Source: an optimization exercise on an open RTL-to-GDS flow (aim: small area). Production flows keep margins and buffers that such runs may drop. RTL that was checked went through simulation tests only; none was proved equivalent to the original. For runs 1 to 3, only the layout was checked, not whether the RTL still works. Power and IR drop assume default switching activity.

==> design.v <==
module imu_rca #(
    parameter integer W = 8
) (
    input  wire [W-1:0] a,
    input  wire [W-1:0] b,
    input  wire         ci,
    output wire [W-1:0] s,
    output wire         co
);
    wire [W:0] c;
    assign c[0] = ci;
    genvar i;
    generate
        for (i = 0; i < W; i = i + 1) begin : g_bit
            assign s[i]   = a[i] ^ b[i] ^ c[i];
            assign c[i+1] = (a[i] & b[i]) | (c[i] & (a[i] ^ b[i]));
        end
    endgenerate
    assign co = c[W];
endmodule
module imu_frame_decoder (
    input  wire        clk,
    input  wire        rst,         
    input  wire        in_valid,
    input  wire [7:0]  in_byte,
    input  wire [31:0] now,
    output reg  [1:0]  fstate,
    output wire [31:0] acc_x,
    output wire [31:0] acc_y,
    output wire [31:0] acc_z,
    output wire [31:0] gyro_x,
    output wire [31:0] gyro_y,
    output wire [31:0] gyro_z,
    output wire [31:0] angle_x,
    output wire [31:0] angle_y,
    output wire [31:0] angle_z,
    output wire [31:0] mag_x,
    output wire [31:0] mag_y,
    output wire [31:0] mag_z,
    output wire [31:0] temp,
    output reg  [15:0] version,
    output reg  [31:0] ts,
    output reg         valid,
    output reg  [31:0] wd_last
);
    localparam [1:0] S_IDLE        = 2'd0;
    localparam [1:0] S_RECEIVING   = 2'd1;
    localparam [1:0] S_FRAME_READY = 2'd2;
    localparam [1:0] S_FRAME_ERROR = 2'd3;
    reg  [3:0] cnt;         
    reg  [7:0] csum;        
    reg  [7:0] lo, hi;      
    reg        t_known;     
    reg  [1:0] t_idx;       
    wire recv     = (fstate == S_RECEIVING);
    wire acc_byte = in_valid && !rst;
    wire at_tag   = recv && (cnt == 4'd1);
    wire at_end   = recv && (cnt == 4'd10);
    wire good     = acc_byte && at_end && (csum == in_byte);
    wire is_gyro  = (t_idx == 2'd1);
    wire is_ang   = (t_idx == 2'd2);
    wire        tmode = (cnt == 4'd10);
    wire [15:0] raw   = tmode ? {lo, hi} : {in_byte, lo};
    wire [16:0] v;
    imu_rca #(.W(17)) u_off (.a({raw[15], raw}), .b(tmode ? 17'd12325 : 17'd0),
                             .ci(1'b0), .s(v), .co());
    wire        sgn   = v[16];
    wire [15:0] m;
    imu_rca #(.W(16)) u_abs (.a(v[15:0] ^ {16{sgn}}), .b(16'd0), .ci(sgn),
                             .s(m), .co());
    wire        s3 = (m[15:8] == 8'd0);
    wire [15:0] m1 = s3 ? {m[7:0], 8'd0} : m;
    wire        s2 = (m1[15:12] == 4'd0);
    wire [15:0] m2 = s2 ? {m1[11:0], 4'd0} : m1;
    wire        s1 = (m2[15:14] == 2'd0);
    wire [15:0] m3 = s1 ? {m2[13:0], 2'd0} : m2;
    wire        s0 = !m3[15];
    wire [15:0] x  = s0 ? {m3[14:0], 1'b0} : m3;
    wire  [3:0] p  = ~{s3, s2, s1, s0};           
    wire        nz = x[15];
    wire [17:0] x3;
    assign x3[0] = x[0];
    imu_rca #(.W(16)) u_x3 (.a({1'b0, x[15:1]}), .b(x), .ci(1'b0),
                            .s(x3[16:1]), .co(x3[17]));
    wire  [7:0] y4h;
    imu_rca #(.W(8)) u_y4 (.a(x3[17:10]), .b(8'd0), .ci(1'b1), .s(y4h), .co());
    wire [17:0] qs;
    imu_rca #(.W(18)) u_q (.a(x3), .b({8'd0, y4h, x3[9:8]}), .ci(1'b0),
                           .s(qs), .co());
    wire  [9:0] q  = qs[17:8];
    wire  [7:0] r;
    imu_rca #(.W(8)) u_r (.a(x3[7:0]), .b(q[7:0]), .ci(1'b0), .s(r), .co());
    wire [22:0] tq = q[9] ? {q[8:0], r, r[7:2]} : {q[7:0], r, r[7:1]};
    wire        tg = q[9] ? r[1] : r[0];
    wire [23:0] fa = tmode  ? {1'b1, tq} :
                     is_ang ? {x3, 6'd0} : {x, 8'd0};
    wire [23:0] fb = tmode   ? {24{tg}} :
                     is_gyro ? {5'd0, x3, 1'b0} :
                     is_ang  ? {4'd0, x3, 2'd0} : 24'd0;
    wire [23:0] d;
    imu_rca #(.W(24)) u_d (.a(fa), .b(~fb), .ci(1'b1), .s(d), .co());
    wire [22:0] mant = d[23] ? d[22:0] : {d[21:0], 1'b0};
    wire        bb   = tmode ? q[9] : d[23];
    wire  [7:0] base = tmode   ? 8'd118 :
                       is_gyro ? 8'd122 :
                       is_ang  ? 8'd119 :
                       (t_idx == 2'd0) ? 8'd115 : 8'd126;
    wire  [7:0] esum;
    imu_rca #(.W(8)) u_e (.a(base), .b({4'd0, p}), .ci(bb), .s(esum), .co());
    wire  [7:0] e    = nz ? esum : 8'd0;
    wire [29:0] cf = {sgn, e[7], e[6], e[3:0], mant};
    reg  [27:0] st0_n, st1_n, st2_n;
    reg  [20:0] acc_r0, acc_r1, acc_r2;
    reg  [27:0] gyro_r0, gyro_r1, gyro_r2;
    reg  [26:0] ang_r0, ang_r1, ang_r2;
    reg  [20:0] mag_r0, mag_r1, mag_r2;
    reg  [29:0] temp_r;
    function [31:0] expand28;    
        input [27:0] c;
        expand28 = {c[27:26], c[25], c[25], c[25:21], c[20:0], 2'b00};
    endfunction
    assign acc_x   = expand28({acc_r0, 7'd0});
    assign acc_y   = expand28({acc_r1, 7'd0});
    assign acc_z   = expand28({acc_r2, 7'd0});
    assign gyro_x  = expand28(gyro_r0);
    assign gyro_y  = expand28(gyro_r1);
    assign gyro_z  = expand28(gyro_r2);
    assign angle_x = expand28({ang_r0, 1'b0});
    assign angle_y = expand28({ang_r1, 1'b0});
    assign angle_z = expand28({ang_r2, 1'b0});
    assign mag_x   = expand28({mag_r0, 7'd0});
    assign mag_y   = expand28({mag_r1, 7'd0});
    assign mag_z   = expand28({mag_r2, 7'd0});
    assign temp    = {temp_r[29:28], temp_r[27], temp_r[27], temp_r[27:0]};
    wire ld_acc  = good && t_known && (t_idx == 2'd0);
    wire ld_gyro = good && t_known && (t_idx == 2'd1);
    wire ld_ang  = good && t_known && (t_idx == 2'd2);
    wire ld_mag  = good && t_known && (t_idx == 2'd3);
    wire        nr   = !rst;
    wire [27:0] g0   = ~(st0_n | {28{rst}});
    wire [27:0] g1   = ~(st1_n | {28{rst}});
    wire [27:0] g2   = ~(st2_n | {28{rst}});
    wire [29:0] gcf  = cf  & {30{nr}};
    wire [31:0] gnow = now & {32{nr}};
    wire [15:0] gver = {lo, hi} & {16{nr}};
    wire [3:0] cnt_inc;
    imu_rca #(.W(4)) u_cnt (.a(cnt), .b(4'd0), .ci(1'b1), .s(cnt_inc), .co());
    wire [7:0] csum_nx;
    imu_rca #(.W(8)) u_cs (.a(recv ? csum : 8'd0), .b(in_byte), .ci(1'b0),
                           .s(csum_nx), .co());
    always @(posedge clk) begin
        if (in_valid) begin
            lo   <= in_byte;
            hi   <= lo;
            csum <= csum_nx;
            cnt  <= recv ? cnt_inc : 4'd1;
            if (at_tag) begin
                t_known <= (in_byte[7:3] == 5'b01010) &&
                           (in_byte[2:0] != 3'd0) && (in_byte[2:0] <= 3'd4);
                t_idx   <= in_byte[1:0] - 2'd1;
            end
            if (recv && cnt == 4'd3) st0_n <= ~cf[29:2];
            if (recv && cnt == 4'd5) st1_n <= ~cf[29:2];
            if (recv && cnt == 4'd7) st2_n <= ~cf[29:2];
        end
    end
    always @(posedge clk) begin
        if (rst)
            fstate <= S_IDLE;
        else if (in_valid) begin
            if (recv) begin
                if (cnt == 4'd10)
                    fstate <= (csum == in_byte) ? S_FRAME_READY : S_FRAME_ERROR;
            end else
                fstate <= (in_byte == 8'h55) ? S_RECEIVING : S_IDLE;
        end
    end
    always @(posedge clk) begin
        if (good || rst)
            wd_last <= gnow;
        if ((good && t_known) || rst) begin
            ts    <= gnow;
            valid <= nr;
        end
        if (ld_acc || rst) begin
            acc_r0 <= g0[27:7]; acc_r1 <= g1[27:7]; acc_r2 <= g2[27:7];
        end
        if (ld_gyro || rst) begin
            gyro_r0 <= g0; gyro_r1 <= g1; gyro_r2 <= g2;
        end
        if (ld_ang || rst) begin
            ang_r0 <= g0[27:1]; ang_r1 <= g1[27:1]; ang_r2 <= g2[27:1];
            version <= gver;
        end
        if (ld_mag || rst) begin
            mag_r0 <= g0[27:7]; mag_r1 <= g1[27:7]; mag_r2 <= g2[27:7];
        end
        if (ld_acc || ld_mag || rst)
            temp_r <= gcf;
    end
endmodule
==> flow/run.sh <==
#!/bin/bash
# The standard layout (standard.sh: ORFS synth .. finish, unchanged synthesis),
# with two knobs: the input/output port buffers are buf_1 cells, and clock tree
# synthesis inserts no dummy loads.  Make's full output goes to flow_make.log.
set -euo pipefail
bash standard.sh \
  "BUFFER_PORTS_ARGS=-buffer_cell sky130_fd_sc_hd__buf_1" \
  "CTS_ARGS=-sink_clustering_enable -repair_clock_nets -dont_use_dummy_load" \
  finish > flow_make.log 2>&1
==> standard.sh <==
#!/bin/bash
# synth_recipe.tcl (not shown) runs the flow's synth.tcl, then flattens the netlist and writes it again
# the make line also repeats each setting of config.mk as NAME=value (left out here)
make -C /OpenROAD-flow-scripts/flow DESIGN_CONFIG=/design/flow/config.mk WORK_HOME=/design/flow/orfs CLKGATE_MAP_FILE= SYNTH_SCRIPT=/design/flow/synth_recipe.tcl "${@:-finish}"
==> config.mk <==
export PLATFORM = sky130hd
export DESIGN_NAME = imu_frame_decoder
export DESIGN_NICKNAME = imu_frame_decoder
export VERILOG_FILES = /design/flow/design.v
export SDC_FILE = /design/flow/constraint.sdc
export NUM_CORES = 4
export LEC_CHECK = 0
export ABC_AREA = 1
export CAP_MARGIN = 20
export CORE_MARGIN = 2
export CORE_UTILIZATION = 30
export SLEW_MARGIN = 20
==> constraint.sdc <==
create_clock -name core_clock -period 70.0 [get_ports {clk}]
set_input_delay 14.0000 -clock core_clock [delete_from_list [all_inputs] [get_ports {clk}]]
set_output_delay 14.0000 -clock core_clock [all_outputs]
set_load 0.01 [all_outputs]
==> results of run 1 <==
-- cells in the mapped netlist, drive strengths merged, types with 3 or more instances --
master     n  share of area
edfxtp   517           0.71
nor2     226          0.040
inv      202          0.035
nand2    162          0.032
buf      116          0.038
o21ai    109          0.028
fa        55          0.050
ha        52          0.030
clkbuf    21         0.0036
xnor2     19         0.0076
a21oi     15         0.0038
nand3     15         0.0039
nand4     11         0.0034
o22ai      7         0.0020
xor2       7         0.0028
or2        5         0.0014
mux2i      4         0.0018
o221a      4         0.0020
a2bb2oi    3         0.0012
nor3       3        0.00068
-- final cells by class --
| cell class | instances | area share |
|---|---|---|
| Timing Repair Buffer | 490 | 0.0746 |
| Clock buffer | 54 | 0.0522 |
| Tap cell | 959 | 0.0464 |
| Sequential cell | 519 | 0.601 |
| Inverter | 204 | 0.0298 |
| Multi-Input combinational cell | 781 | 0.196 |
-- per-layer routing --
layer | vias to the layer above | part of all wire | track usage | wire length, um
met5 | - | 0 | 0 | 0
met4 | 0 | 0.023 | 0.0388 | 1240
met3 | 75 | 0.062 | 0.0257 | 3330
met2 | 473 | 0.48 | 0.225 | 25800
met1 | 6359 | 0.43 | 0.178 | 22900
li1 | 6081 | - | - | -
-- worst max-delay path by stage --
stage                           from        end  slack (ps)
after global routing      in_byte[0]  st0_n[25]       27920
after CTS                 in_byte[0]  st1_n[25]       29650
after detailed placement  in_byte[0]  st0_n[25]       29010
after floorplan           in_byte[0]  st0_n[25]       31120
after global placement    in_byte[0]  st0_n[25]       29630
final                     in_byte[0]  st1_n[25]       29600
-- power by group --
| part | internal, mW | switching [mW] |
|---|---|---|
| clock | 0.134 | 0.103 |
| sequential | 0.389 | 0.00673 |
| combinational | 0.127 | 0.257 |
-- logic make-up after synthesis --
group | Yosys count | synth area share
AO/OA/AOI/OAI | 147 | 0.0401
AND/OR/NAND/NOR | 428 | 0.0833
other | 1 | 0.000170
XOR/XNOR | 26 | 0.0103
adder cells (fa/ha/maj) | 107 | 0.0796
buffers and inverters | 342 | 0.0774
multiplexers | 4 | 0.00182
flip-flops | 519 | 0.707
-- worst reg2reg max path: cells and delay by family, from the launching register on --
| kind | cells | cell delay [ps] |
|---|---|---|
| AO/OA/AOI/OAI | 5 | 1840 |
| XOR/XNOR | 1 | 240 |
| adder cells (fa/ha/maj) | 77 | 21470 |
| buffers and inverters | 28 | 2470 |
| flip-flops | 1 | 410 |
| multiplexers | 1 | 190 |
| AND/OR/NAND/NOR | 20 | 3090 |
-- through the flow --
step | power [mW] | worst slack [ps]
finish | 1.02 | 29600
global route | 1.09 | 27920
CTS | 1.03 | 29650
detailed placement | 0.789 | 29010
global placement | 0.790 | 29630
floorplan | 0.672 | 31120
==> reports/qor.csv, run 1 <==
stage,metric,value,unit
timing,final_hold_viol_count,0,
worst_setup_path,critical-path-top-delay-family,adder cells,
logic_synthesis,synth_edf_count,517,
cells_and_area,instances_no_fill,3007,
route,via_per_inst,4.32,
worst_setup_path,cpPeakStageDelay,520,ps
floorplanning,die-area,75500,um^2
worst_setup_path,critPathMaxFanout,23,
cells_and_area,layout_common_cells,"edfxtp_1, buf_1, nor2_1",
cells_and_area,post-route-util,0.355,
cells_and_area,multi_input_area,5060,um^2
logic_synthesis,synth_area,22000,um^2
timing,relSlewSlack,0.345,
cells_and_area,layout_commonest_cell,edfxtp_1,
worst_setup_path,cp_common_cell,fa_1,
cells_and_area,postLayoutCellArea,25900,um^2
job,drv_cap,0,
worst_setup_path,critPathBufInv,22,
status,outcome,timing/DRC/antenna clean,
worst_setup_path,worstPathArrival,40690,ps
clock_tree,clockBufferDepth,3,
worst_setup_path,required,70280,ps
placement,dp_hpwl,38.3,mm
logic_synthesis,synth_ff_type,edfxtp_1,
floorplanning,die_y,275,um
clock_tree,hold_buffers,0,
worst_setup_path,cp-start-kind,input port,
route,routedWlPerCell,17.7,um
worst_setup_path,ff2ff_path_depth,132,
timing,hold_ws,470,ps
route,drt_first_iter_violations,880,
global_routing,grt_max_degree,65,
floorplanning,fp.coreArea,72800,um^2
clock_tree,cts_tree,yes,
worst_setup_path,reg2reg_slack,40040,ps
logic_synthesis,yosysWarnings,1,
cells_and_area,regArea,15600,um^2
logic_synthesis,synthCells,1574,
logic_synthesis,ys_types,52,
cells_and_area,syn_to_final_growth,17.6,%
clock_tree,cts_setup_buffers,0,
timing,fin_crit,40400,ps
placement,port_buffers,472,
global_routing,grt_pass1_vias,12800,
route,wirelength,53.3,mm
cells_and_area,drive_gt1_frac,0.0771,
timing,min_period_over_period,0.577,
cells_and_area,final_nets,2200,
floorplanning,die_w,275,um
timing,rsz0062_at_grt,false,
floorplanning,start_util,0.302,
worst_hold_path,hold_end,hi[0],
floorplanning,rows,99,
timing,setup_violations,0,
worst_setup_path,timing.rr.end,st1_n[25],
clock_tree,clk_latency,590,ps
worst_setup_path,r2r_start,cnt[0],
global_routing,overflow,0,
clock_tree,ctsResizeCount,0,
timing,fin_skew,60.5,ps
route,drcViolationCount,0,
route,drtAntennaViolNets,0,
clock_tree,cts.clk_slew.worst_paths,60,ps
cells_and_area,fill_cells,7138,
worst_hold_path,hold_depth,0,
clock_tree,numCtsBuffers,54,
floorplanning,io_pins,542,
global_routing,grt_pass1_wl,77.3,mm
clock_tree,ctsHtreeMaxLevel,2,
route,vias,13000,
global_routing,grtUsageTotal,0.135,
placement,gp_congestion,0.861,
cells_and_area,reg_top3,"ts (32), wd_last (32), temp_r (30)",
power,ir_worst_vdd,26.5,uV
worst_setup_path,setup.worst_path.end_class,register,
worst_setup_path,path_class,in2reg,
worst_hold_path,min_path_type,reg2reg,
route,drtPass1Iterations,5,
timing,tightest_slew,982,ps
worst_setup_path,slowest_stage,o21ai_0,
logic_synthesis,seq_area_frac_synth,0.707,
logic_synthesis,syn-mean-instance-area,14.0,um^2
placement,placed_area,24500,um^2
clock_tree,root_buffer,clkbuf_16,
logic_synthesis,ys_seq_elements,519,
power,p_leak,9.79,nW
worst_hold_path,min_from,lo[0],
clock_tree,clock-sinks,519,
power,power_density,39.3,nW/um^2
timing,fmax,0.0248,GHz
timing,slew_viol_final,0,
cells_and_area,diodes,0,
logic_synthesis,async_flop_share,0,
global_routing,antenna_found_initial,1,
worst_setup_path,cp_num_cells,117,
timing,tns,0,ps
placement,dp.cells,2952,
==> inputs of run 2 (changes only) <==
--- a/design.v
+++ b/design.v
@@ -91,15 +91,13 @@
     wire  [7:0] r;
     imu_rca #(.W(8)) u_r (.a(x3[7:0]), .b(q[7:0]), .ci(1'b0), .s(r), .co());
-    wire [22:0] tq = q[9] ? {q[8:0], r, r[7:2]} : {q[7:0], r, r[7:1]};
-    wire        tg = q[9] ? r[1] : r[0];
-    wire [23:0] fa = tmode  ? {1'b1, tq} :
-                     is_ang ? {x3, 6'd0} : {x, 8'd0};
-    wire [23:0] fb = tmode   ? {24{tg}} :
-                     is_gyro ? {5'd0, x3, 1'b0} :
-                     is_ang  ? {4'd0, x3, 2'd0} : 24'd0;
-    wire [23:0] d;
-    imu_rca #(.W(24)) u_d (.a(fa), .b(~fb), .ci(1'b1), .s(d), .co());
-    wire [22:0] mant = d[23] ? d[22:0] : {d[21:0], 1'b0};
-    wire        bb   = tmode ? q[9] : d[23];
+    wire [25:0] fa = tmode  ? {q, r, r} :
+                     is_ang ? {x3, 8'd0} : {x, 10'd0};
+    wire [25:0] fb = tmode   ? {25'h1ffffff, ~q[9]} :
+                     is_gyro ? {5'd0, x3, 3'd0} :
+                     is_ang  ? {4'd0, x3, 4'd0} : 26'd0;
+    wire [25:0] d;
+    imu_rca #(.W(26)) u_d (.a(fa), .b(~fb), .ci(1'b1), .s(d), .co());
+    wire        bb   = d[25];
+    wire [22:0] mant = bb ? d[24:2] : d[23:1];
     wire  [7:0] base = tmode   ? 8'd118 :
                        is_gyro ? 8'd122 :
--- a/flow/run.sh
+++ b/flow/run.sh
@@ -6,4 +6,4 @@
 bash standard.sh \
   "BUFFER_PORTS_ARGS=-buffer_cell sky130_fd_sc_hd__buf_1" \
-  "CTS_ARGS=-sink_clustering_enable -repair_clock_nets -dont_use_dummy_load" \
+  "CTS_ARGS=-sink_clustering_enable -repair_clock_nets -dont_use_dummy_load -buf_list sky130_fd_sc_hd__clkbuf_4 -sink_clustering_size 10 -sink_clustering_max_diameter 60" \
   finish > flow_make.log 2>&1
==> run 2 against run 1 <==
Against the previous run: sequential share of layout area increased by 2.4 points; via count decreased by 1.4%; highest routed layer is now met5; synthesized area decreased by 0.50%; global-route usage about the same; clock power decreased by 43%; still clean on timing, DRC and antenna; setup slack improved by 770 ps; wire length decreased by 0.87%; die area decreased by 0.49%; flip-flop and latch count unchanged; utilization decreased by 1.2 points; cell area decreased by 3.8%.
==> reports/qor.csv, run 2 <==
stage,metric,value,unit,change
route,drt_first_iter_violations,767,,was 880
floorplanning,die_y,274,um,was 275 um
cells_and_area,fill_cells,7249,,"was 7,138"
timing,rsz0062_at_grt,false,,unchanged
placement,placed_area,24400,um^2,"was 24,500 um^2"
clock_tree,clock-sinks,519,,unchanged
worst_setup_path,r2r_start,cnt[0],,unchanged
logic_synthesis,synth_commonest_cells,"edfxtp_1, inv_1, nor2_1",,"was edfxtp_1, nor2_1, inv_1"
logic_synthesis,ys_types,53,,was 52
clock_tree,cts.clk_slew.worst_paths,100,ps,was 60 ps
worst_setup_path,setup.worst_path.end_class,register,,unchanged
logic_synthesis,synth_ff_type,edfxtp_1,,unchanged
worst_setup_path,cp-start-kind,input port,,unchanged
worst_setup_path,slowest_stage,o21ai_0,,unchanged
power,seqPwrFrac,0.458,,was 0.389
floorplanning,fp.coreArea,72600,um^2,"was 72,800 um^2"
placement,dp_slack,29640,ps,"was 29,010 ps"
cells_and_area,layout_common_cells,"edfxtp_1, buf_1, inv_1, nor2_1, nand2_1",,"was edfxtp_1, buf_1, nor2_1"
logic_synthesis,async_flop_share,0,,unchanged
timing,setup_violations,0,,unchanged
logic_synthesis,seq_area_frac_synth,0.711,,was 0.707
worst_hold_path,min_path_type,reg2reg,,unchanged
timing,timing.final.ws_setup,30360,ps,"was 29,600 ps"
logic_synthesis,synth.most_common_cell,edfxtp_1,,unchanged
route,routedWlPerCell,17.5,um,was 17.7 um
clock_tree,numCtsBuffers,66,,was 54
timing,relSlewSlack,0.402,,was 0.345
logic_synthesis,syn-mean-instance-area,14.0,um^2,about the same
logic_synthesis,synthCells,1564,,"was 1,574"
power,power_density,34.5,nW/um^2,was 39.3 nW/um^2
worst_setup_path,startpoint,in_byte[0],,unchanged
logic_synthesis,yosys.area.top_type,edfxtp_1,,unchanged
route,drtAntennaViolNets,0,,unchanged
clock_tree,ctsResizeCount,0,,unchanged
floorplanning,io_pins,542,,unchanged
floorplanning,die-area,75200,um^2,"was 75,500 um^2"
logic_synthesis,synth_edf_count,517,,unchanged
placement,port_buffers,472,,unchanged
power,switching_share,0.370,,was 0.361
global_routing,grt_max_degree,66,,was 65
cells_and_area,final_nets,2199,,"was 2,200"
route,drtPass1Iterations,5,,unchanged
status,outcome,timing/DRC/antenna clean,,unchanged
floorplanning,rows,99,,unchanged
worst_setup_path,required,70480,ps,"was 70,280 ps"
timing,fin_crit,39640,ps,"was 40,400 ps"
cells_and_area,drive_gt1_frac,0.0816,,was 0.0771
power,p_total,860,uW,was 1.02 mW
worst_setup_path,cpPeakStageDelay,490,ps,was 520 ps
timing,hold_ws,462,ps,was 470 ps
clock_tree,cts_tree,yes,,unchanged
clock_tree,clk_latency,810,ps,was 590 ps
route,vias,12800,,"was 13,000"
clock_tree,root_buffer,clkbuf_4,,was clkbuf_16
route,via_per_inst,4.25,,was 4.32
worst_setup_path,critPathMaxFanout,24,,was 23
clock_tree,hold_buffers,0,,unchanged
cells_and_area,postLayoutCellArea,24900,um^2,"was 25,900 um^2"
job,drv_cap,0,,unchanged
timing,final_hold_viol_count,0,,unchanged
power,p_comb_frac,0.385,,was 0.377
placement,gp_congestion,0.861,,about the same
clock_tree,cts_setup_buffers,0,,unchanged
timing,fin_skew,105,ps,was 60.5 ps
placement,dp_hpwl,38.5,mm,was 38.3 mm
timing,slew_viol_final,0,,unchanged
global_routing,grt_pass1_wl,76.5,mm,was 77.3 mm
cells_and_area,reg_top3,"ts (32), wd_last (32), temp_r (30)",,unchanged
route,drcViolationCount,0,,unchanged
clock_tree,ctsHtreeMaxLevel,3,,was 2
worst_setup_path,path_class,in2reg,,unchanged
global_routing,grt_pass1_vias,12400,,"was 12,800"
cells_and_area,syn_to_final_growth,13.7,%,was 17.6%
logic_synthesis,yosysTopAreaCellShare,0.709,,was 0.705
power,power.share.clock,0.157,,was 0.233
worst_setup_path,ff2ff_path_depth,123,,was 132
logic_synthesis,synth_area,21900,um^2,"was 22,000 um^2"
logic_synthesis,ys_seq_elements,519,,unchanged
logic_synthesis,yosysWarnings,1,,unchanged
timing,min_period_over_period,0.566,,was 0.577
power,p_sw,318,uW,was 367 uW
worst_setup_path,worstPathArrival,40110,ps,"was 40,690 ps"
timing,tns,0,ps,unchanged
worst_hold_path,min_from,lo[2],,was lo[0]
floorplanning,die_w,274,um,was 275 um
global_routing,grtUsageTotal,0.135,,about the same
worst_setup_path,cp_common_cell,fa_1,,unchanged
power,p_leak,9.47,nW,was 9.79 nW
worst_hold_path,hold_depth,0,,unchanged
global_routing,overflow,0,,unchanged
cells_and_area,layout_commonest_cell,edfxtp_1,,unchanged
timing,fmax,0.0252,GHz,was 0.0248 GHz
route,wirelength,52.8,mm,was 53.3 mm
logic_synthesis,ys_top_cells_by_area,"edfxtp_1, fa_1, buf_4",,"was edfxtp_1, fa_1, nor2_1"
global_routing,antenna_found_initial,4,,was 1
power,p_int,542,uW,was 650 uW
clock_tree,clockBufferDepth,3,,unchanged
floorplanning,start_util,0.302,,about the same
timing,tightest_slew,897,ps,was 982 ps
power,ir_worst_vdd,19.2,uV,was 26.5 uV
## run 2: path summary, 6_finish.rpt
path / to / slack (ps)
setup / recovery: st1_n[25] / 30360
hold / removal: hi[2] / 460
setup reg to reg: st1_n[25] / 41120
hold reg to reg: hi[2] / 460
## run 2: area by class of cell
class                   instances  area, um^2  area share
repair buffers                494        1940      0.0779
clock buffers                  66         495      0.0199
flip-flops and latches        519       15600       0.625
diodes                          6        15.0    0.000603
well taps                     959        1200      0.0482
inverters                     193         724      0.0291
multi-input cells             774        4960       0.199
## run 2: worst max-delay path, delay by kind of cell
kind            cells  cell delay, ps
buf+inv            22            1700
xor+xnor            1             240
compound gates      4            1140
fa+ha+maj          68           20690
simple gates       16            2290
## run 2: cells by family (layout without fill, tap and decap cells)
group | Yosys count | in the layout | share of synthesized area
buffers and inverters | 339 | 753 | 0.0770
flip-flops | 519 | 519 | 0.711
multiplexers | 2 | 2 | 0.000914
adder cells (fa/ha/maj) | 108 | 108 | 0.0792
AO/OA/AOI/OAI | 108 | 108 | 0.0306
other | 1 | 75 | 0.000171
XOR/XNOR | 30 | 30 | 0.0120
AND/OR/NAND/NOR | 457 | 457 | 0.0894
## run 2: per-stage QoR
step | util | instances
after global routing | 0.343 | 3008
after floorplan | - | 1632
after global placement | 0.336 | 2939
after detailed placement | 0.336 | 2939
after CTS | 0.343 | 3005
final | 0.343 | 3011
## run 2: power by group through the flow
| stage | Sequential [mW] | Clock [mW] | Combinational (mW) |
|---|---|---|---|
| CTS | 0.394 | 0.143 | 0.337 |
| global route | 0.396 | 0.154 | 0.381 |
| global placement | 0.401 | 0 | 0.333 |
| detailed placement | 0.401 | 0 | 0.335 |
| floorplan | 0.411 | 0 | 0.229 |
| finish | 0.394 | 0.135 | 0.331 |
## run 2: per-layer routing
metal  track usage  vias up  wire [um]
met5             0        -         16
met4        0.0451        2       1280
met3        0.0264       93       3040
met2         0.229      483      26200
met1         0.171     6169      22300
li1              -     6055          -
==> inputs of run 3 (changes only) <==
--- a/flow/run.sh
+++ b/flow/run.sh
@@ -6,4 +6,4 @@
 bash standard.sh \
   "BUFFER_PORTS_ARGS=-buffer_cell sky130_fd_sc_hd__buf_1" \
-  "CTS_ARGS=-sink_clustering_enable -repair_clock_nets -dont_use_dummy_load -buf_list sky130_fd_sc_hd__clkbuf_4 -sink_clustering_size 10 -sink_clustering_max_diameter 60" \
+  "CTS_ARGS=-sink_clustering_enable -repair_clock_nets -dont_use_dummy_load -buf_list sky130_fd_sc_hd__clkbuf_8" \
   finish > flow_make.log 2>&1
==> run 3 against run 2 <==
Against the previous run: highest routed layer is now met4; combinational power hardly changed; still clean; sequential power hardly changed; final cell count is 0.46% higher; count of clock-buffer cells in the layout is 17 higher; die area stayed put; synthesized area stayed put; largest power group unchanged; fmax is 0.39% lower; global-route usage hardly changed; critical endpoint unchanged.
==> reports/qor.csv, run 3 <==
stage,metric,value,unit,change
global_routing,antenna_found_initial,1,,was 4
route,drt_first_iter_violations,841,,was 767
cells_and_area,final_nets,2216,,"was 2,199"
cells_and_area,layout_common_cells,"edfxtp_1, buf_1, inv_1, nor2_1, nand2_1",,unchanged
timing,min_period_over_period,0.568,,was 0.566
worst_setup_path,cp_common_cell,fa_1,,unchanged
job,drv_cap,0,,unchanged
worst_setup_path,cpPeakStageDelay,490,ps,about the same
clock_tree,cts_setup_buffers,0,,unchanged
logic_synthesis,async_flop_share,0,,unchanged
cells_and_area,reg_top3,"ts (32), wd_last (32), temp_r (30)",,unchanged
worst_setup_path,path_class,in2reg,,unchanged
route,routedWlPerCell,17.5,um,about the same
clock_tree,cts.clk_slew.worst_paths,50,ps,was 100 ps
floorplanning,fp.coreArea,72600,um^2,unchanged
status,outcome,timing/DRC/antenna clean,,unchanged
global_routing,grt_max_degree,66,,unchanged
clock_tree,cts_tree,yes,,unchanged
logic_synthesis,synth_commonest_cells,"edfxtp_1, inv_1, nor2_1",,unchanged
timing,setup_violations,0,,unchanged
logic_synthesis,yosysTopAreaCellShare,0.709,,unchanged
worst_setup_path,slowest_stage,o21ai_0,,unchanged
power,power_density,36.5,nW/um^2,was 34.5 nW/um^2
clock_tree,ctsResizeCount,0,,unchanged
worst_setup_path,critPathMaxFanout,24,,unchanged
clock_tree,hold_buffers,0,,unchanged
logic_synthesis,synth_edf_count,517,,unchanged
route,vias,12800,,about the same
logic_synthesis,ys_types,53,,unchanged
worst_setup_path,worstPathArrival,40160,ps,"was 40,110 ps"
placement,placed_area,24400,um^2,unchanged
placement,port_buffers,472,,unchanged
cells_and_area,drive_gt1_frac,0.0892,,was 0.0816
clock_tree,ctsHtreeMaxLevel,3,,unchanged
timing,rsz0062_at_grt,false,,unchanged
cells_and_area,regArea,15600,um^2,unchanged
clock_tree,clock-sinks,519,,unchanged
worst_setup_path,ff2ff_path_depth,123,,unchanged
cells_and_area,layout_commonest_cell,edfxtp_1,,unchanged
floorplanning,die_w,274,um,unchanged
timing,tightest_slew,898,ps,was 897 ps
placement,dp_hpwl,38.5,mm,unchanged
logic_synthesis,seq_area_frac_synth,0.711,,unchanged
cells_and_area,fill_cells,7171,,"was 7,249"
worst_hold_path,hold_depth,0,,unchanged
timing,fmax,0.0251,GHz,was 0.0252 GHz
clock_tree,clk_latency,670,ps,was 810 ps
route,wirelength,53.0,mm,was 52.8 mm
route,drtPass1Iterations,5,,unchanged
logic_synthesis,synth.most_common_cell,edfxtp_1,,unchanged
logic_synthesis,syn-mean-instance-area,14.0,um^2,unchanged
logic_synthesis,ys_seq_elements,519,,unchanged
timing,final_hold_viol_count,0,,unchanged
timing,fin_skew,70.3,ps,was 105 ps
power,ir_worst_vdd,19.3,uV,was 19.2 uV
clock_tree,clockBufferDepth,3,,unchanged
floorplanning,die_y,274,um,unchanged
worst_setup_path,required,70370,ps,"was 70,480 ps"
clock_tree,root_buffer,clkbuf_8,,was clkbuf_4
worst_setup_path,r2r_start,cnt[0],,unchanged
global_routing,grt_pass1_vias,12500,,"was 12,400"
worst_hold_path,min_path_type,reg2reg,,unchanged
floorplanning,io_pins,542,,unchanged
global_routing,grt_pass1_wl,76.4,mm,was 76.5 mm
floorplanning,start_util,0.302,,unchanged
worst_setup_path,cp-start-kind,input port,,unchanged
worst_setup_path,timing.rr.end,st1_n[25],,unchanged
timing,relSlewSlack,0.401,,was 0.402
cells_and_area,postLayoutCellArea,25500,um^2,"was 24,900 um^2"
worst_setup_path,setup.worst_path.end_class,register,,unchanged
clock_tree,numCtsBuffers,83,,was 66
cells_and_area,multi_input_area,4960,um^2,unchanged
cells_and_area,syn_to_final_growth,16.6,%,was 13.7%
worst_hold_path,min_from,lo[2],,unchanged
timing,fin_crit,39790,ps,"was 39,640 ps"
route,drtAntennaViolNets,0,,unchanged
logic_synthesis,yosys.area.top_type,edfxtp_1,,unchanged
logic_synthesis,yosysWarnings,1,,unchanged
logic_synthesis,synthCells,1564,,unchanged
logic_synthesis,synth_ff_type,edfxtp_1,,unchanged
route,drcViolationCount,0,,unchanged
route,via_per_inst,4.24,,was 4.25
placement,gp_congestion,0.861,,unchanged
floorplanning,rows,99,,unchanged
worst_setup_path,reg2reg_slack,41160,ps,"was 41,120 ps"
floorplanning,die-area,75200,um^2,unchanged
timing,slew_viol_final,0,,unchanged
logic_synthesis,synth_area,21900,um^2,unchanged
power,p_leak,9.77,nW,was 9.47 nW
global_routing,grtUsageTotal,0.135,,about the same
global_routing,overflow,0,,unchanged
timing,tns,0,ps,unchanged
logic_synthesis,ys_top_cells_by_area,"edfxtp_1, fa_1, buf_4",,unchanged
worst_hold_path,hold_end,hi[2],,unchanged
-- run 3: cell counts after synthesis --
No cell type changed its count.
-- run 3: final cells by class --
type / count / area share
flip-flops and latches: 519 / 0.609
diodes: 3 / 0.000294
multi-input cells: 774 / 0.194
repair buffers: 494 / 0.0760
clock buffers: 83 / 0.0447
inverters: 193 / 0.0284
well taps: 959 / 0.0470
-- run 3: worst max path at each step --
stage	depth (start not counted)	end	startpoint	slack [ps]
final	111	st1_n[25]	in_byte[0]	30210
after CTS	111	st1_n[25]	in_byte[0]	30300
after detailed placement	111	st1_n[25]	in_byte[0]	29640
after global routing	112	temp_r[27]	in_byte[0]	28770
after global placement	111	st0_n[25]	in_byte[0]	30090
after floorplan	113	st0_n[25]	in_byte[0]	31520
-- run 3: metal layers --
| layer | routed length, um | GRT usage |
|---|---|---|
| met1 | 22000 | 0.169 |
| met2 | 26300 | 0.230 |
| met3 | 3090 | 0.0281 |
| met4 | 1560 | 0.0508 |
| met5 | 0 | 0 |
-- run 3: through the flow --
stage | std cells | setup WS [ps] | util | hold WS, ps | total power, mW
floorplan | 1632 | 31520 | - | 426 | 0.640
global placement | 2939 | 30090 | 0.336 | 433 | 0.734
detailed placement | 2939 | 29640 | 0.336 | 448 | 0.736
CTS | 3022 | 30300 | 0.352 | 462 | 0.945
global route | 3025 | 28770 | 0.352 | 493 | 1.00
finish | 3025 | 30210 | 0.352 | 452 | 0.932
-- run 3: cells by family (layout without fill, tap and decap cells) --
group | count (synthesis) | count (layout) | share of synthesized area
AO/OA/AOI/OAI | 108 | 108 | 0.0306
XOR/XNOR | 30 | 30 | 0.0120
adder cells (fa/ha/maj) | 108 | 108 | 0.0792
buffers and inverters | 339 | 770 | 0.0770
flip-flops | 519 | 519 | 0.711
multiplexers | 2 | 2 | 0.000914
other | 1 | 72 | 0.000171
AND/OR/NAND/NOR | 457 | 457 | 0.0894
-- run 3: power by group --
part           leakage [nW]  switching [mW]  internal [mW]
Clock                 0.597           0.101          0.104
Combinational          4.04           0.220          0.112
Sequential             5.13         0.00686          0.388
Total                  9.77           0.328          0.603
-- run 3: critical path: cells and delay by family --
kind | cells | cell delay [ps]
compound gates | 4 | 1150
xor+xnor | 1 | 250
fa+ha+maj | 68 | 20750
buf+inv | 22 | 1710
simple gates | 16 | 2290
==> inputs of run 4 (changes only) <==
--- a/design.v
+++ b/design.v
@@ -61,5 +61,5 @@
     wire is_ang   = (t_idx == 2'd2);
     wire        tmode = (cnt == 4'd10);
-    wire [15:0] raw   = tmode ? {lo, hi} : {in_byte, lo};
+    wire [15:0] raw   = {lo, hi};
     wire [16:0] v;
     imu_rca #(.W(17)) u_off (.a({raw[15], raw}), .b(tmode ? 17'd12325 : 17'd0),
@@ -158,7 +158,7 @@
                 t_idx   <= in_byte[1:0] - 2'd1;
             end
-            if (recv && cnt == 4'd3) st0_n <= ~cf[29:2];
-            if (recv && cnt == 4'd5) st1_n <= ~cf[29:2];
-            if (recv && cnt == 4'd7) st2_n <= ~cf[29:2];
+            if (recv && cnt == 4'd4) st0_n <= ~cf[29:2];
+            if (recv && cnt == 4'd6) st1_n <= ~cf[29:2];
+            if (recv && cnt == 4'd8) st2_n <= ~cf[29:2];
         end
     end
--- a/flow/run.sh
+++ b/flow/run.sh
@@ -6,4 +6,4 @@
 bash standard.sh \
   "BUFFER_PORTS_ARGS=-buffer_cell sky130_fd_sc_hd__buf_1" \
-  "CTS_ARGS=-sink_clustering_enable -repair_clock_nets -dont_use_dummy_load -buf_list sky130_fd_sc_hd__clkbuf_8" \
+  "CTS_ARGS=-sink_clustering_enable -repair_clock_nets -dont_use_dummy_load -buf_list {sky130_fd_sc_hd__clkbuf_4 sky130_fd_sc_hd__clkbuf_8} -sink_clustering_size 10 -sink_clustering_max_diameter 50" \
   finish > flow_make.log 2>&1
==> run 4 against run 3 <==
Against the previous run: first-iteration DRC count is 10% higher; worst hold slack better by 20 ps; flip-flop and latch count stayed put; sequential share of layout area is 0.97 points higher; clock skew is 19 ps higher; cell area is 1.6% lower; utilization hardly changed; largest power group is now combinational cells; highest routed layer unchanged.
==> reports/qor.csv, run 4 <==
stage,metric,value,unit,change
clock_tree,hold_buffers,0,,unchanged
worst_setup_path,slowest_stage,nor2_4,,was o21ai_0
worst_setup_path,cp_common_cell,fa_1,,unchanged
cells_and_area,layout_commonest_cell,edfxtp_1,,unchanged
floorplanning,io_pins,542,,unchanged
route,drt_first_iter_violations,926,,was 841
logic_synthesis,synth_area,21700,um^2,"was 21,900 um^2"
logic_synthesis,synth.most_common_cell,edfxtp_1,,unchanged
route,wirelength,52.6,mm,was 53.0 mm
timing,slew_viol_final,0,,unchanged
cells_and_area,drive_gt1_frac,0.0655,,was 0.0892
logic_synthesis,ys_top_cells_by_area,"edfxtp_1, fa_1, nor2_1",,"was edfxtp_1, fa_1, buf_4"
clock_tree,root_buffer,clkbuf_8,,unchanged
worst_setup_path,setup.worst_path.end_class,register,,unchanged
status,outcome,timing/DRC/antenna clean,,unchanged
worst_setup_path,critPathMaxFanout,25,,was 24
clock_tree,cts_setup_buffers,0,,unchanged
placement,dp_slack,40870,ps,"was 29,640 ps"
cells_and_area,post-route-util,0.352,,about the same
clock_tree,ctsResizeCount,0,,unchanged
logic_synthesis,ys_seq_elements,519,,unchanged
logic_synthesis,ys_types,45,,was 53
clock_tree,clk_latency,650,ps,was 670 ps
logic_synthesis,synth_xor_xnor_area_share,0.0125,,was 0.0120
logic_synthesis,syn-mean-instance-area,14.0,um^2,about the same
worst_setup_path,ff2ff_path_depth,117,,was 123
timing,tightest_slew,1080,ps,was 898 ps
timing,final_hold_viol_count,0,,unchanged
cells_and_area,layout_common_cells,"edfxtp_1, buf_1, nor2_1",,"was edfxtp_1, buf_1, inv_1, nor2_1, nand2_1"
cells_and_area,diodes,0,,was 3
timing,fin_skew,89.3,ps,was 70.3 ps
floorplanning,die-area,74500,um^2,"was 75,200 um^2"
floorplanning,rows,98,,was 99
route,vias,12600,,"was 12,800"
floorplanning,fp.coreArea,71500,um^2,"was 72,600 um^2"
worst_setup_path,reg2reg_slack,40820,ps,"was 41,160 ps"
logic_synthesis,seq_area_frac_synth,0.717,,was 0.711
logic_synthesis,synth_simple_gate_area_share,0.0851,,was 0.0894
timing,timing.final.ws_setup,40820,ps,"was 30,210 ps"
global_routing,overflow,0,,unchanged
logic_synthesis,yosys.area.top_type,edfxtp_1,,unchanged
worst_setup_path,r2r_start,cnt[0],,unchanged
logic_synthesis,yosysTopAreaCellShare,0.716,,was 0.709
logic_synthesis,yosysWarnings,1,,unchanged
worst_setup_path,cp_num_cells,117,,was 111
global_routing,antenna_found_initial,0,,was 1
logic_synthesis,synth_top_family_by_area,simple AND/OR/NAND/NOR gates,,unchanged
timing,fin_crit,29180,ps,"was 39,790 ps"
worst_setup_path,startpoint,cnt[0],,was in_byte[0]
worst_setup_path,cp-start-kind,register,,was input port
logic_synthesis,synthMuxAreaShare,0.000461,,was 0.000914
logic_synthesis,synthCells,1547,,"was 1,564"
placement,gp_congestion,0.847,,was 0.861
cells_and_area,syn_to_final_growth,15.9,%,was 16.6%
clock_tree,ctsHtreeMaxLevel,3,,unchanged
worst_setup_path,required,70440,ps,"was 70,370 ps"
cells_and_area,postLayoutCellArea,25100,um^2,"was 25,500 um^2"
timing,setup_violations,0,,unchanged
global_routing,grt_max_degree,68,,was 66
route,dr.max_layer_used,met4,,unchanged
power,power_density,39.2,nW/um^2,was 36.5 nW/um^2
clock_tree,clockBufferDepth,3,,unchanged
logic_synthesis,synth_ff_type,edfxtp_1,,unchanged
clock_tree,numCtsBuffers,68,,was 83
worst_hold_path,hold_depth,0,,unchanged
global_routing,grt_pass1_wl,77.0,mm,was 76.4 mm
cells_and_area,reg_top3,"ts (32), wd_last (32), temp_r (30)",,unchanged
route,drtPass1Iterations,5,,unchanged
timing,relSlewSlack,0.279,,was 0.401
route,met3_wirelength,3.30,mm,was 3.09 mm
worst_setup_path,cpPeakStageDelay,600,ps,was 490 ps
job,drv_cap,0,,unchanged
route,via_per_inst,4.23,,was 4.24
worst_setup_path,worstPathArrival,29620,ps,"was 40,160 ps"
placement,placed_area,24200,um^2,"was 24,400 um^2"
logic_synthesis,synth_compound_area_frac,0.0265,,was 0.0306
worst_setup_path,timing.rr.end,temp_r[28],,was st1_n[25]
power,ir_worst_vdd,26.4,uV,was 19.3 uV
worst_hold_path,hold_end,hi[5],,was hi[2]
worst_setup_path,critPathBufInv,18,,was 22
power,p_leak,9.60,nW,was 9.77 nW
worst_setup_path,critical-path-top-delay-family,adder cells,,unchanged
worst_setup_path,path_class,reg2reg,,was in2reg
global_routing,grt_pass1_vias,12600,,"was 12,500"
timing,tns,0,ps,unchanged
route,routedWlPerCell,17.7,um,was 17.5 um
route,drt-met1-wl,22.5,mm,was 22.0 mm
logic_synthesis,synthAdderAreaFrac,0.0809,,was 0.0792
route,drtAntennaViolNets,0,,unchanged
timing,rsz0062_at_grt,false,,unchanged
floorplanning,die_y,273,um,was 274 um
cells_and_area,final_nets,2183,,"was 2,216"
logic_synthesis,async_flop_share,0,,unchanged
global_routing,grtUsageTotal,0.137,,was 0.135
clock_tree,cts_tree,yes,,unchanged
timing,min_period_over_period,0.417,,was 0.568
clock_tree,clock-sinks,519,,unchanged
timing,fmax,0.0343,GHz,was 0.0251 GHz
clock_tree,cts.clk_slew.worst_paths,70,ps,was 50 ps
worst_hold_path,min_path_type,reg2reg,,unchanged
route,wl_met2,25.8,mm,was 26.3 mm
logic_synthesis,synth_edf_count,517,,unchanged
logic_synthesis,synth_commonest_cells,"edfxtp_1, nor2_1, inv_1",,"was edfxtp_1, inv_1, nor2_1"
placement,dp_hpwl,37.4,mm,was 38.5 mm
route,drcViolationCount,0,,unchanged
worst_hold_path,min_from,lo[5],,was lo[2]
placement,port_buffers,472,,unchanged
floorplanning,die_w,273,um,was 274 um
floorplanning,start_util,0.303,,was 0.302
cells_and_area,fill_cells,7043,,"was 7,171"
-- run 4: changes by cell type after synthesis, moves of 9 or more --
cell     previous run  this run
o21ai_0            55        46
nand2_2            28         5
nand3_1            17        47
nor2_1            189       207
nand2_1           174       158
nor2_2             18         4
-- run 4: logic make-up (layout without fill, tap and decap cells) --
family	after synthesis	count (layout)
flops	519	519
simple gates	448	448
buf+inv	342	756
fa+ha+maj	109	109
compound gates	97	97
xor+xnor	30	30
other cells	1	69
mux	1	1
-- run 4: stage by stage --
stage / power [mW] / std cells / hold slack (ps)
2_1_floorplan: 0.687 / 1615 / 426
3_3_place_gp: 0.817 / 2911 / 435
3_5_place_dp: 0.817 / 2911 / 436
4_1_cts: 1.00 / 2979 / 474
5_1_grt: 1.07 / 2979 / 487
6_report: 0.985 / 2979 / 472
-- run 4: cell type report --
class                      instances  area [um^2]  share of cell area
inverter                         196          736              0.0293
timing repair buffer             492         1930              0.0766
multi-input combinational        754         4790               0.190
sequential                       519        15600               0.619
tap                              950         1190              0.0473
clock buffer                      68          936              0.0372
-- run 4: metal layers --
metal,vias up,track usage
li1,5966,-
met2,432,0.230
met5,-,0
met1,6142,0.177
met3,66,0.0307
met4,0,0.0411
-- run 4: worst max path at each step --
stage,slack (ps),end
final,40820,temp_r[28]
after global routing,39060,temp_r[28]
after CTS,40850,temp_r[28]
after detailed placement,40870,st1_n[24]
after global placement,41340,st0_n[24]
after floorplan,42490,st0_n[24]
-- run 4: power breakdown --
part | switching, mW | leakage (nW) | internal (mW) | total (mW)
sequential | 0.00626 | 5.15 | 0.394 | 0.400
combinational | 0.269 | 3.96 | 0.134 | 0.404
clock | 0.0960 | 0.489 | 0.0859 | 0.182
total | 0.372 | 9.60 | 0.614 | 0.985
==> inputs of run 5 (changes only) <==
--- a/flow/run.sh
+++ b/flow/run.sh
@@ -6,4 +6,4 @@
 bash standard.sh \
   "BUFFER_PORTS_ARGS=-buffer_cell sky130_fd_sc_hd__buf_1" \
-  "CTS_ARGS=-sink_clustering_enable -repair_clock_nets -dont_use_dummy_load -buf_list {sky130_fd_sc_hd__clkbuf_4 sky130_fd_sc_hd__clkbuf_8} -sink_clustering_size 10 -sink_clustering_max_diameter 50" \
+  "CTS_ARGS=-sink_clustering_enable -repair_clock_nets -dont_use_dummy_load -buf_list sky130_fd_sc_hd__clkbuf_4 -sink_clustering_size 10 -sink_clustering_max_diameter 35" \
   finish > flow_make.log 2>&1
==> run 5 against run 4 <==
Against the previous run: count of clock-buffer cells in the layout is 12 higher; critical path type unchanged; flip-flop and latch count unchanged; sequential share of layout area grew 0.82 points; largest cell class unchanged; clock skew rose by 30 ps; global-route usage increased by 0.088 points; die area did not move; setup slack got worse by 19 ps; final cell count increased by 0.47%; via count up 1.6%.
==> reports/qor.csv, run 5 <==
stage,metric,value,unit,change
logic_synthesis,synth_commonest_cells,"edfxtp_1, nor2_1, inv_1",,unchanged
worst_setup_path,setup.worst_path.end_class,register,,unchanged
power,p_total,947,uW,was 985 uW
worst_setup_path,path_class,reg2reg,,unchanged
placement,dp_hpwl,37.4,mm,unchanged
clock_tree,cts_setup_buffers,0,,unchanged
timing,fin_crit,29200,ps,"was 29,180 ps"
logic_synthesis,synth_ff_type,edfxtp_1,,unchanged
clock_tree,hold_buffers,0,,unchanged
floorplanning,io_pins,542,,unchanged
clock_tree,numCtsBuffers,80,,was 68
floorplanning,fp.coreArea,71500,um^2,unchanged
cells_and_area,layout_common_cells,"edfxtp_1, buf_1, nor2_1",,unchanged
clock_tree,cts.clk_slew.worst_paths,110,ps,was 70 ps
route,drt_first_iter_violations,882,,was 926
clock_tree,ctsResizeCount,0,,unchanged
cells_and_area,final_nets,2195,,"was 2,183"
floorplanning,die_y,273,um,unchanged
route,drtAntennaViolNets,0,,unchanged
status,outcome,timing/DRC/antenna clean,,unchanged
job,drv_cap,0,,unchanged
clock_tree,clock-sinks,519,,unchanged
clock_tree,root_buffer,clkbuf_4,,was clkbuf_8
cells_and_area,fill_cells,7080,,"was 7,043"
placement,placed_area,24200,um^2,unchanged
logic_synthesis,seq_area_frac_synth,0.717,,unchanged
floorplanning,start_util,0.303,,unchanged
timing,slew_viol_final,0,,unchanged
logic_synthesis,synth_area,21700,um^2,unchanged
timing,fmax,0.0343,GHz,about the same
logic_synthesis,ys_top_cells_by_area,"edfxtp_1, fa_1, nor2_1",,unchanged
route,vias,12800,,"was 12,600"
timing,hold_ws,446,ps,was 472 ps
power,ir_worst_vdd,26.5,uV,was 26.4 uV
clock_tree,ctsHtreeMaxLevel,3,,unchanged
power,power_density,38.2,nW/um^2,was 39.2 nW/um^2
global_routing,grt_max_degree,68,,unchanged
timing,setup_violations,0,,unchanged
logic_synthesis,ys_types,45,,unchanged
logic_synthesis,async_flop_share,0,,unchanged
placement,gp_congestion,0.847,,unchanged
timing,tns,0,ps,unchanged
global_routing,grt_pass1_wl,77.2,mm,was 77.0 mm
route,wirelength,53.0,mm,was 52.6 mm
global_routing,overflow,0,,unchanged
global_routing,grt_pass1_vias,12700,,"was 12,600"
worst_hold_path,min_path_type,reg2reg,,unchanged
cells_and_area,syn_to_final_growth,14.3,%,was 15.9%
cells_and_area,drive_gt1_frac,0.0710,,was 0.0655
power,p_leak,9.48,nW,was 9.60 nW
worst_setup_path,required,70490,ps,"was 70,440 ps"
cells_and_area,postLayoutCellArea,24800,um^2,"was 25,100 um^2"
worst_setup_path,worstPathArrival,29680,ps,"was 29,620 ps"
logic_synthesis,synthCells,1547,,unchanged
floorplanning,rows,98,,unchanged
logic_synthesis,syn-mean-instance-area,14.0,um^2,unchanged
route,drcViolationCount,0,,unchanged
timing,fin_skew,119,ps,was 89.3 ps
global_routing,grtUsageTotal,0.138,,was 0.137
placement,port_buffers,472,,unchanged
floorplanning,die_w,273,um,unchanged
floorplanning,die-area,74500,um^2,unchanged
timing,min_period_over_period,0.417,,about the same
route,drtPass1Iterations,5,,unchanged
logic_synthesis,yosysWarnings,1,,unchanged
timing,final_hold_viol_count,0,,unchanged
timing,rsz0062_at_grt,false,,unchanged
timing,relSlewSlack,0.272,,was 0.279
cells_and_area,layout_commonest_cell,edfxtp_1,,unchanged
worst_setup_path,cp_common_cell,fa_1,,unchanged
logic_synthesis,yosysTopAreaCellShare,0.716,,unchanged
logic_synthesis,ys_seq_elements,519,,unchanged
route,routedWlPerCell,17.7,um,about the same
cells_and_area,reg_top3,"ts (32), wd_last (32), temp_r (30)",,unchanged
global_routing,antenna_found_initial,2,,was 0
worst_setup_path,slowest_stage,nor2_4,,unchanged
logic_synthesis,synth_edf_count,517,,unchanged
worst_setup_path,cp-start-kind,register,,unchanged
clock_tree,clockBufferDepth,3,,unchanged
worst_setup_path,cpPeakStageDelay,590,ps,was 600 ps
logic_synthesis,synth.most_common_cell,edfxtp_1,,unchanged
clock_tree,clk_latency,870,ps,was 650 ps
worst_setup_path,critPathMaxFanout,25,,unchanged
logic_synthesis,yosys.area.top_type,edfxtp_1,,unchanged
timing,tightest_slew,1090,ps,was 1080 ps
route,via_per_inst,4.28,,was 4.23
clock_tree,cts_tree,yes,,unchanged
[run 5: cell counts after synthesis]
Identical to the previous run, type by type.
[run 5: final cells by class]
class	instances	area [um^2]	share of cell area
Clock buffer	80	601	0.0242
Antenna cell	2	5.00	0.000202
Sequential cell	519	15600	0.627
Timing Repair Buffer	492	1930	0.0776
Inverter	196	736	0.0297
Multi-Input combinational cell	754	4790	0.193
Tap cell	950	1190	0.0479
[run 5: report_power, final]
group | total (mW) | internal (mW) | leakage (nW) | switching (mW)
sequential | 0.399 | 0.393 | 5.15 | 0.00629
combinational | 0.402 | 0.134 | 3.96 | 0.268
clock | 0.146 | 0.0522 | 0.368 | 0.0936
total | 0.947 | 0.579 | 9.48 | 0.368
[run 5: kinds of logic after synthesis]
kind of cell,count (synthesis),synth area share
AO/OA/AOI/OAI,97,0.0265
XOR/XNOR,30,0.0125
adder cells (fa/ha/maj),109,0.0809
buffers and inverters,342,0.0770
flip-flops,519,0.717
multiplexers,1,0.000461
other,1,0.000173
AND/OR/NAND/NOR,448,0.0851
[run 5: worst paths after layout]
path,start,endpoint,slack (ps),cells past startpoint
max reg2reg,cnt[0],st0_n[24],40800,116
max,cnt[0],st0_n[24],40800,116
min reg2reg,st1_n[22],gyro_r1[22],450,1
min,st1_n[22],gyro_r1[22],450,1
[run 5: worst max-delay path, delay by kind of cell (launching register included)]
kind / cells / cell delay (ps)
compound gates: 5 / 1190
buf+inv: 18 / 1240
fa+ha+maj: 75 / 22030
simple gates: 16 / 3560
flops: 1 / 450
xor+xnor: 2 / 390
[run 5: routing by layer]
| layer | vias to the layer above | wire, um | GRT usage | share of wire |
|---|---|---|---|---|
| li1 | 6030 | - | - | - |
| met1 | 6208 | 22400 | 0.176 | 0.42 |
| met2 | 475 | 25800 | 0.229 | 0.49 |
| met3 | 88 | 3480 | 0.0303 | 0.066 |
| met4 | 2 | 1230 | 0.0525 | 0.023 |
| met5 | - | 13 | 0 | 0.00025 |
[run 5: per-stage QoR]
step           utilization  worst slack, ps  std cells
2_1_floorplan            -            42490       1615
3_3_place_gp         0.338            41340       2911
3_5_place_dp         0.338            40870       2911
4_1_cts              0.347            40790       2991
5_1_grt              0.347            39020       2993
6_report             0.347            40800       2993
==> inputs of run 6 (changes only) <==
--- a/flow/run.sh
+++ b/flow/run.sh
@@ -6,4 +6,4 @@
 bash standard.sh \
   "BUFFER_PORTS_ARGS=-buffer_cell sky130_fd_sc_hd__buf_1" \
-  "CTS_ARGS=-sink_clustering_enable -repair_clock_nets -dont_use_dummy_load -buf_list sky130_fd_sc_hd__clkbuf_4 -sink_clustering_size 10 -sink_clustering_max_diameter 35" \
+  "CTS_ARGS=-sink_clustering_enable -repair_clock_nets -dont_use_dummy_load -buf_list sky130_fd_sc_hd__clkbuf_4 -sink_clustering_size 8 -sink_clustering_max_diameter 40" \
   finish > flow_make.log 2>&1
==> run 6 against run 5 <==
Against the previous run: critical endpoint is now temp_r[28]; final cell count grew 0.23%; synthesized cell count is the same; via count grew 0.13%; global-route usage is essentially flat; highest routed layer unchanged; worst hold slack lost 23 ps; largest power group unchanged; still clean; fmax shrank 0.31%.
==> reports/qor.csv, run 6 <==
stage,metric,value,unit,change
power,p_sw,369,uW,was 368 uW
logic_synthesis,synth.most_common_cell,edfxtp_1,,unchanged
logic_synthesis,synthCells,1547,,unchanged
cells_and_area,final_nets,2201,,"was 2,195"
worst_setup_path,cp_common_cell,fa_1,,unchanged
worst_setup_path,cp-start-kind,register,,unchanged
power,seqPwrFrac,0.420,,was 0.422
cells_and_area,syn_to_final_growth,14.6,%,was 14.3%
timing,fin_crit,29290,ps,"was 29,200 ps"
power,ir_worst_vdd,26.6,uV,was 26.5 uV
worst_setup_path,cpPeakStageDelay,610,ps,was 590 ps
placement,port_buffers,472,,unchanged
logic_synthesis,ys_top_cells_by_area,"edfxtp_1, fa_1, nor2_1",,unchanged
logic_synthesis,ys_types,45,,unchanged
placement,gp_congestion,0.847,,unchanged
clock_tree,hold_buffers,0,,unchanged
power,p_int,583,uW,was 579 uW
timing,tns,0,ps,unchanged
worst_setup_path,worstPathArrival,29850,ps,"was 29,680 ps"
placement,placed_area,24200,um^2,unchanged
route,drcViolationCount,0,,unchanged
logic_synthesis,synth_ff_type,edfxtp_1,,unchanged
worst_setup_path,required,70570,ps,"was 70,490 ps"
route,drtAntennaViolNets,0,,unchanged
timing,rsz0062_at_grt,false,,unchanged
logic_synthesis,async_flop_share,0,,unchanged
timing,fmax,0.0341,GHz,was 0.0343 GHz
timing,tightest_slew,1080,ps,was 1090 ps
power,p_leak,9.51,nW,was 9.48 nW
timing,fin_skew,129,ps,was 119 ps
worst_hold_path,hold_end,gyro_r1[22],,unchanged
cells_and_area,layout_commonest_cell,edfxtp_1,,unchanged
logic_synthesis,syn-mean-instance-area,14.0,um^2,unchanged
floorplanning,start_util,0.303,,unchanged
global_routing,top_usage_layer,met2,,unchanged
job,drv_cap,0,,unchanged
worst_hold_path,min_from,st1_n[22],,unchanged
clock_tree,cts_tree,yes,,unchanged
worst_setup_path,timing.rr.end,temp_r[28],,was st0_n[24]
global_routing,use_met3,0.0335,,was 0.0303
worst_setup_path,reg2reg_slack,40710,ps,"was 40,800 ps"
worst_setup_path,path_class,reg2reg,,unchanged
route,wirelength,52.9,mm,was 53.0 mm
route,drtPass1Iterations,7,,was 5
logic_synthesis,yosys.area.top_type,edfxtp_1,,unchanged
global_routing,grtUsageTotal,0.138,,about the same
global_routing,grt_util_met2,0.230,,was 0.229
cells_and_area,postLayoutCellArea,24900,um^2,"was 24,800 um^2"
logic_synthesis,synth_area,21700,um^2,unchanged
timing,hold_ws,424,ps,was 446 ps
power,p_comb_frac,0.422,,was 0.424
clock_tree,ctsResizeCount,0,,unchanged
timing,relSlewSlack,0.278,,was 0.272
worst_setup_path,setup.worst_path.end_class,register,,unchanged
clock_tree,numCtsBuffers,86,,was 80
floorplanning,die-area,74500,um^2,unchanged
worst_setup_path,critPathMaxFanout,25,,unchanged
clock_tree,ctsHtreeMaxLevel,3,,unchanged
logic_synthesis,yosysTopAreaCellShare,0.716,,unchanged
timing,setup_violations,0,,unchanged
logic_synthesis,seq_area_frac_synth,0.717,,unchanged
cells_and_area,layout_common_cells,"edfxtp_1, buf_1, nor2_1",,unchanged
global_routing,overflow,0,,unchanged
timing,final_hold_viol_count,0,,unchanged
worst_setup_path,ff2ff_path_depth,117,,was 116
clock_tree,clock-sinks,519,,unchanged
global_routing,grt_pass1_wl,77.4,mm,was 77.2 mm
power,power_density,38.3,nW/um^2,was 38.2 nW/um^2
timing,slew_viol_final,0,,unchanged
logic_synthesis,yosysWarnings,1,,unchanged
logic_synthesis,synth_edf_count,517,,unchanged
global_routing,grt_pass1_vias,12700,,about the same
logic_synthesis,synth_commonest_cells,"edfxtp_1, nor2_1, inv_1",,unchanged
floorplanning,die_w,273,um,unchanged
power,switching_share,0.388,,was 0.389
route,drt_first_iter_violations,893,,was 882
clock_tree,root_buffer,clkbuf_4,,unchanged
cells_and_area,drive_gt1_frac,0.0738,,was 0.0710
route,via_per_inst,4.27,,was 4.28
clock_tree,cts.clk_slew.worst_paths,90,ps,was 110 ps
global_routing,grt_util_met1,0.177,,was 0.176
floorplanning,fp.coreArea,71500,um^2,unchanged
clock_tree,clockBufferDepth,3,,unchanged
worst_setup_path,r2r_start,cnt[0],,unchanged
clock_tree,cts_setup_buffers,0,,unchanged
route,routedWlPerCell,17.6,um,was 17.7 um
global_routing,antenna_found_initial,4,,was 2
placement,dp_hpwl,37.4,mm,unchanged
power,p_total,952,uW,was 947 uW
status,outcome,timing/DRC/antenna clean,,unchanged
cells_and_area,fill_cells,7085,,"was 7,080"
logic_synthesis,ys_seq_elements,519,,unchanged
floorplanning,die_y,273,um,unchanged
cells_and_area,reg_top3,"ts (32), wd_last (32), temp_r (30)",,unchanged
worst_setup_path,slowest_stage,nor2_4,,unchanged
floorplanning,rows,98,,unchanged
clock_tree,clk_latency,820,ps,was 870 ps
global_routing,grt_max_degree,68,,unchanged
floorplanning,io_pins,542,,unchanged
worst_hold_path,min_path_type,reg2reg,,unchanged
worst_hold_path,hold_depth,1,,unchanged
timing,min_period_over_period,0.418,,was 0.417
power,power.share.clock,0.158,,was 0.154
route,vias,12800,,about the same
==> run 6: cell types whose count changed in the layout (fill, tap and decap cells not counted), sizes merged <==
cell | before | now
clkbuf | 81 | 87
diode | 2 | 3
==> run 6: worst max-delay path, delay by kind of cell, from the launching register on <==
| family | cells | cell delay, ps |
|---|---|---|
| buffers and inverters | 18 | 1240 |
| adder cells (fa/ha/maj) | 75 | 22030 |
| AO/OA/AOI/OAI | 5 | 1220 |
| AND/OR/NAND/NOR | 17 | 3710 |
| flip-flops | 1 | 450 |
| XOR/XNOR | 2 | 390 |
==> run 6: layer usage <==
layer  vias to the layer above  part of all wire
met3                        94             0.066
met1                      6200              0.42
li1                       6047                 -
met2                       475              0.49
met4                         4             0.022
met5                         -           0.00051
==> run 6: final cells by class <==
cell class / instances / area (um^2) / share of cell area
Antenna cell: 3 / 7.51 / 0.000302
Clock buffer: 86 / 646 / 0.0260
Inverter: 196 / 736 / 0.0296
Multi-Input combinational cell: 754 / 4790 / 0.193
Sequential cell: 519 / 15600 / 0.626
Tap cell: 950 / 1190 / 0.0478
Timing Repair Buffer: 492 / 1930 / 0.0775
==> run 6: worst max path at each step <==
| stage | startpoint | endpoint | slack [ps] |
|---|---|---|---|
| 2_1_floorplan | cnt[0] | st0_n[24] | 42490 |
| 3_3_place_gp | cnt[0] | st0_n[24] | 41340 |
| 3_5_place_dp | cnt[0] | st1_n[24] | 40870 |
| 4_1_cts | cnt[0] | temp_r[28] | 40770 |
| 5_1_grt | cnt[0] | temp_r[28] | 38920 |
| 6_report | cnt[0] | temp_r[28] | 40710 |
==> run 6: per-stage QoR <==
step | instances | worst slack [ps] | utilization
floorplan | 1615 | 42490 | -
global placement | 2911 | 41340 | 0.338
detailed placement | 2911 | 40870 | 0.338
CTS | 2997 | 40770 | 0.347
global route | 3000 | 38920 | 0.348
finish | 3000 | 40710 | 0.348
==> run 6: power groups by stage <==
| stage | Combinational, mW | Clock [mW] | Sequential, mW |
|---|---|---|---|
| after global placement | 0.410 | 0 | 0.407 |
| after global routing | 0.469 | 0.171 | 0.401 |
| after floorplan | 0.271 | 0 | 0.416 |
| after CTS | 0.413 | 0.159 | 0.400 |
| after detailed placement | 0.411 | 0 | 0.407 |
| final | 0.402 | 0.150 | 0.399 |
==> run 6: cell families after synthesis <==
group                    after synthesis  share of synthesized area
flip-flops                           519                      0.717
AND/OR/NAND/NOR                      448                     0.0851
buffers and inverters                342                     0.0770
adder cells (fa/ha/maj)              109                     0.0809
AO/OA/AOI/OAI                         97                     0.0265
XOR/XNOR                              30                     0.0125
other                                  1                   0.000173
multiplexers                           1                   0.000461

[afterwards: timing with drivers on the ports]
Ports are ideal in the flow. The routed layouts listed here were re-timed in OpenROAD. Step 1 assumes that a clkbuf_16 drives the clock port and a buf_2 every other input. Step 2 moves the port delays by t, midway between the first and last clock arrival at a register: inputs arrive t later, outputs are due t later. That takes back most of the time a late clock gives input paths. Slacks: ideal / step 1 / step 2; pairs: ideal / step 1.
run	t, ns	setup slack, ns	latest minus earliest clock arrival (ns)	slew at the worst register clock pin (ns)	cell pins on the clock port's net
run 1	0.621	29.596 / 29.633 / 29.011	0.065 / 0.065	0.07 / 0.07	1
run 2	0.810	30.365 / 30.403 / 29.592	0.115 / 0.115	0.12 / 0.12	1
run 3	0.698	30.212 / 30.252 / 29.554	0.077 / 0.078	0.06 / 0.06	1
run 4	0.656	40.822 / 40.822 / 40.822	0.100 / 0.100	0.07 / 0.07	1
run 5	0.854	40.803 / 40.803 / 40.803	0.146 / 0.145	0.11 / 0.11	1
run 6	0.804	40.711 / 40.711 / 40.711	0.134 / 0.135	0.09 / 0.09	1
After both steps setup and hold are still met in every run listed. For run 2, which loses most, drivers alone change the setup slack by +0.038 ns; drivers and shift together by -0.773 ns.
